Source: an optimization exercise on an open RTL-to-GDS flow (aim: small area). Production flows keep margins and buffers that such runs may drop. In this exercise RTL edits were held to simulation tests only and were not proved equivalent to the original. Power and IR drop assume default switching activity.

== red ==
Design gea_engine, start of the top module:
module gea_engine (
    input  wire        clk,
    input  wire        rst,           
    input  wire        cmd_valid,
    output wire        cmd_ready,
    input  wire [7:0]  cmd_op,
    input  wire [63:0] cmd_key,
    input  wire [31:0] cmd_iv,
    input  wire [31:0] cmd_arg,
    output wire        out_valid,
    input  wire        out_ready,
    output wire [31:0] out_data,
    output wire [1:0]  out_status,
    output wire        out_last
);
Size: ~1100 cells after synthesis, roughly 330 flip-flops, ~0.012 mm2 of cells after synthesis.
clock: 5.0 ns
lec_check: 0
cap_margin: 20
core_margin: 2
core_utilization: 40
cts_buf_list: sky130_fd_sc_hd__clkbuf_4
place_density: 0.6
slew_margin: 20
run.sh (not shown) runs the stock make flow with config.mk's settings and CLKGATE_MAP_FILE= SYNTH_SCRIPT=/design/flow/synth_recipe.tcl, a recipe that flattens the netlist after the stock synthesis.
For blue, these inputs were changed with respect to red:
Settings: CORE_UTILIZATION changed from 40 to 60; CTS_BUF_LIST changed from sky130_fd_sc_hd__clkbuf_4 to sky130_fd_sc_hd__clkbuf_2; PLACE_DENSITY changed from 0.6 to 0.75.
==> run notes <==
In blue, the power share of the clock group came out 3.4 points below the value in red.
Against red, final standard cell area without fillers in blue fell by a few percent.
Routed wire in blue totals more than in red.
blue vs. red: measured slew at the worst slew-check pin went up by 0.046 ns; clock-pin slew of the registers on the worst-case setup and hold paths went up by 0.03 ns; die area went down by about 33%; timing-limited maximum frequency went up by about 4%.
Power per unit of standard cell area delta for blue relative to red: about 2% lower
red and blue ended up with nearly the same final hold slack.
Minimum setup slack after placement ends up higher on blue.
Clock network contribution to total cell area ends up higher on red.

========
## job 4760
Another version of the RTL of gea_engine (not shown whole).
Size in the first run: ~960 cells after synthesis, roughly 330 flip-flops, about 180 I/O pins, about 11000 um2 of cells after synthesis.
clock: 5.0 ns
lec_check: 0
cap_margin: 20
core_margin: 2
core_utilization: 60
place_density: 0.75
slew_margin: 20
standard.sh (not shown) runs the stock make flow with config.mk's settings and CLKGATE_MAP_FILE= SYNTH_SCRIPT=/design/flow/synth_recipe.tcl, a recipe that flattens the netlist after the stock synthesis.
==> flow/flow/run.sh <==
#!/bin/bash
# The standard ORFS layout (standard.sh) with three changes:
#  * synthesis maps the logic with an area-oriented ABC script (abc_area.script
#    here, used in place of ORFS's abc_speed.script); everything else in
#    synthesis, including register mapping and naming, is ORFS's own;
#  * port buffers are buf_1 instead of the default choice;
#  * CTS uses clkbuf_4 clusters of up to 10 sinks and no dummy loads.
set -uo pipefail
HERE=$(pwd)
rm -rf "$HERE/scripts_area"
cp -r "$FLOW_HOME/scripts" "$HERE/scripts_area"
cp "$HERE/flow/abc_area.script" "$HERE/scripts_area/abc_speed.script"
export SCRIPTS_DIR="$HERE/scripts_area"
export BUFFER_PORTS_ARGS="-buffer_cell sky130_fd_sc_hd__buf_1"
export CTS_ARGS="-sink_clustering_enable -repair_clock_nets -buf_list sky130_fd_sc_hd__clkbuf_4 -sink_clustering_size 10 -sink_clustering_max_diameter 40 -dont_use_dummy_load"
bash standard.sh > standard.log 2>&1
==> flow/flow/abc_area.script <==
&get -n
&st
&dch
&nf -R 1000 -p -F 8 -A 4
&st
&dch
&nf -R 1000 -p -F 8 -A 4
&st
&dch
&nf -R 1000 -p -F 8 -A 4
&st
&dch
&nf -R 1000 -p -F 8 -A 4
&st
&dch
&nf -R 1000 -p -F 8 -A 4
&st
&dch
&nf -R 1000 -p -F 8 -A 4
&st
&dch
&nf -R 1000 -p -F 8 -A 4
&st
&dch
&nf -R 1000 -p -F 8 -A 4
&st
&dch
&nf -R 1000 -p -F 8 -A 4
&put
[inputs] job 5961 vs job 4760
==> flow/flow/run.sh <==
#!/bin/bash
# Standard ORFS layout with smaller port buffers and no CTS dummy loads.
set -uo pipefail
export BUFFER_PORTS_ARGS="-buffer_cell sky130_fd_sc_hd__buf_1"
export CTS_ARGS="-sink_clustering_enable -repair_clock_nets -buf_list sky130_fd_sc_hd__clkbuf_4 -sink_clustering_size 10 -sink_clustering_max_diameter 40 -dont_use_dummy_load"
bash standard.sh > standard.log 2>&1
removed: flow/flow/abc_area.script
### Flow results
- Against job 4760, final cell count without fillers in job 5961 rose by a few percent.
- Looking at portion of the clock cycle consumed by the worst path in the final layout, job 5961 sits above job 4760.
- Combinational power share ended up 0.7 points higher on job 5961 than on job 4760.
For job 990, these inputs were changed with respect to job 5961:
==> flow/flow/run.sh <==
#!/bin/bash
# Standard ORFS layout with smaller port buffers and no CTS dummy loads.
set -uo pipefail
export BUFFER_PORTS_ARGS="-buffer_cell sky130_fd_sc_hd__buf_1"
export CTS_ARGS="-sink_clustering_enable -repair_clock_nets -buf_list sky130_fd_sc_hd__clkbuf_8 -sink_clustering_size 16 -sink_clustering_max_diameter 50 -dont_use_dummy_load"
bash standard.sh > standard.log 2>&1
--- outcome ---
Job 990 -> job 5961: mean post-synth cell area delta 0, exact match
Compared with job 5961, job 990 instantiates a smaller number of cells.
[job 990] fraction of area in registers fell 0.36 points relative to job 5961
### job 990 -> job 914
# job 990
export LEC_CHECK = 0
export CAP_MARGIN = 20
export CORE_MARGIN = 2
export CORE_UTILIZATION = 60
export PLACE_DENSITY = 0.75
export SLEW_MARGIN = 20
create_clock -name core_clock -period 5.0 [get_ports {clk}]
# job 914
export LEC_CHECK = 0
export CAP_MARGIN = 20
export CORE_MARGIN = 2
export CORE_UTILIZATION = 60
export CTS_BUF_LIST = sky130_fd_sc_hd__clkbuf_8
export CTS_CLUSTER_DIAMETER = 50
export CTS_CLUSTER_SIZE = 16
export PLACE_DENSITY = 0.75
export SLEW_MARGIN = 20
create_clock -name core_clock -period 5.0 [get_ports {clk}]
==> flow/run.sh (new file) <==
#!/bin/bash
# synth_recipe.tcl (not shown) runs the flow's synth.tcl, then flattens the netlist and writes it again
# the make line also repeats each setting of config.mk as NAME=value (left out here)
make -C /OpenROAD-flow-scripts/flow DESIGN_CONFIG=/design/flow/config.mk WORK_HOME=/design/flow/orfs CLKGATE_MAP_FILE= SYNTH_SCRIPT=/design/flow/synth_recipe.tcl finish
removed: flow/flow/run.sh
removed: flow/standard.sh
Notes after the runs:
- Sequential share of layout area on job 914 is down relative to job 990.
- Compared with job 990, in job 914 final critical-path setup slack -240 ps, time the final worst path needs with I/O delays and setup increased 240 ps, cell area has increased, via density per instance +1.0%.
- Fraction of power consumed by the clock network: job 914 and job 990 compared, higher one is job 914
- Diff job 990 -> job 914: maximum fanout encountered on the critical timing path fell by 14, met2 track demand over resource rose by 3.4 points, count of placed standard cells in the final layout, fillers left out rose by 1.1%, length of the first detailed-routing pass in iterations fell by 2, maximum clock frequency fell by 5.0%.

## what the ideal ports hide
The flow's constraints put no driver on any port. The routed layouts listed below were extracted and timed again, unchanged, in two steps.
Step 1, drivers: a clkbuf_16 drives clk and a buf_2 each remaining input, both assumed.
Step 2 times the ports against the registers' clock, not the clock port: input delays grow and output delays shrink by t, the midpoint of the rising clock arrivals with the driver on.
a / b / c = ideal ports / drivers / drivers and shift; a / b = the first two.
run	t, ns	slack for setup (ns)	worst hold slack (ns)	worst setup path after step 2	slew at the worst register clock pin (ns)
red	0.714	0.239 / 0.195 / 0.503	0.313 / 0.313 / 0.313	input to output	0.07 / 0.07
blue	0.879	0.423 / 0.379 / 0.808	0.315 / 0.315 / 0.315	input to register	0.12 / 0.12
job 4760	0.647	0.575 / 0.575 / 0.575	0.295 / 0.295 / 0.295	register to register	0.11 / 0.11
job 5961	0.653	0.443 / 0.400 / 0.799	0.274 / 0.274 / 0.274	register to register	0.11 / 0.11
job 990	0.595	0.490 / 0.447 / 0.828	0.301 / 0.301 / 0.301	register to register	0.09 / 0.09
job 914	0.613	0.254 / 0.208 / 0.572	0.311 / 0.311 / 0.311	input to register	0.10 / 0.10
After both steps every run listed still meets setup and hold.
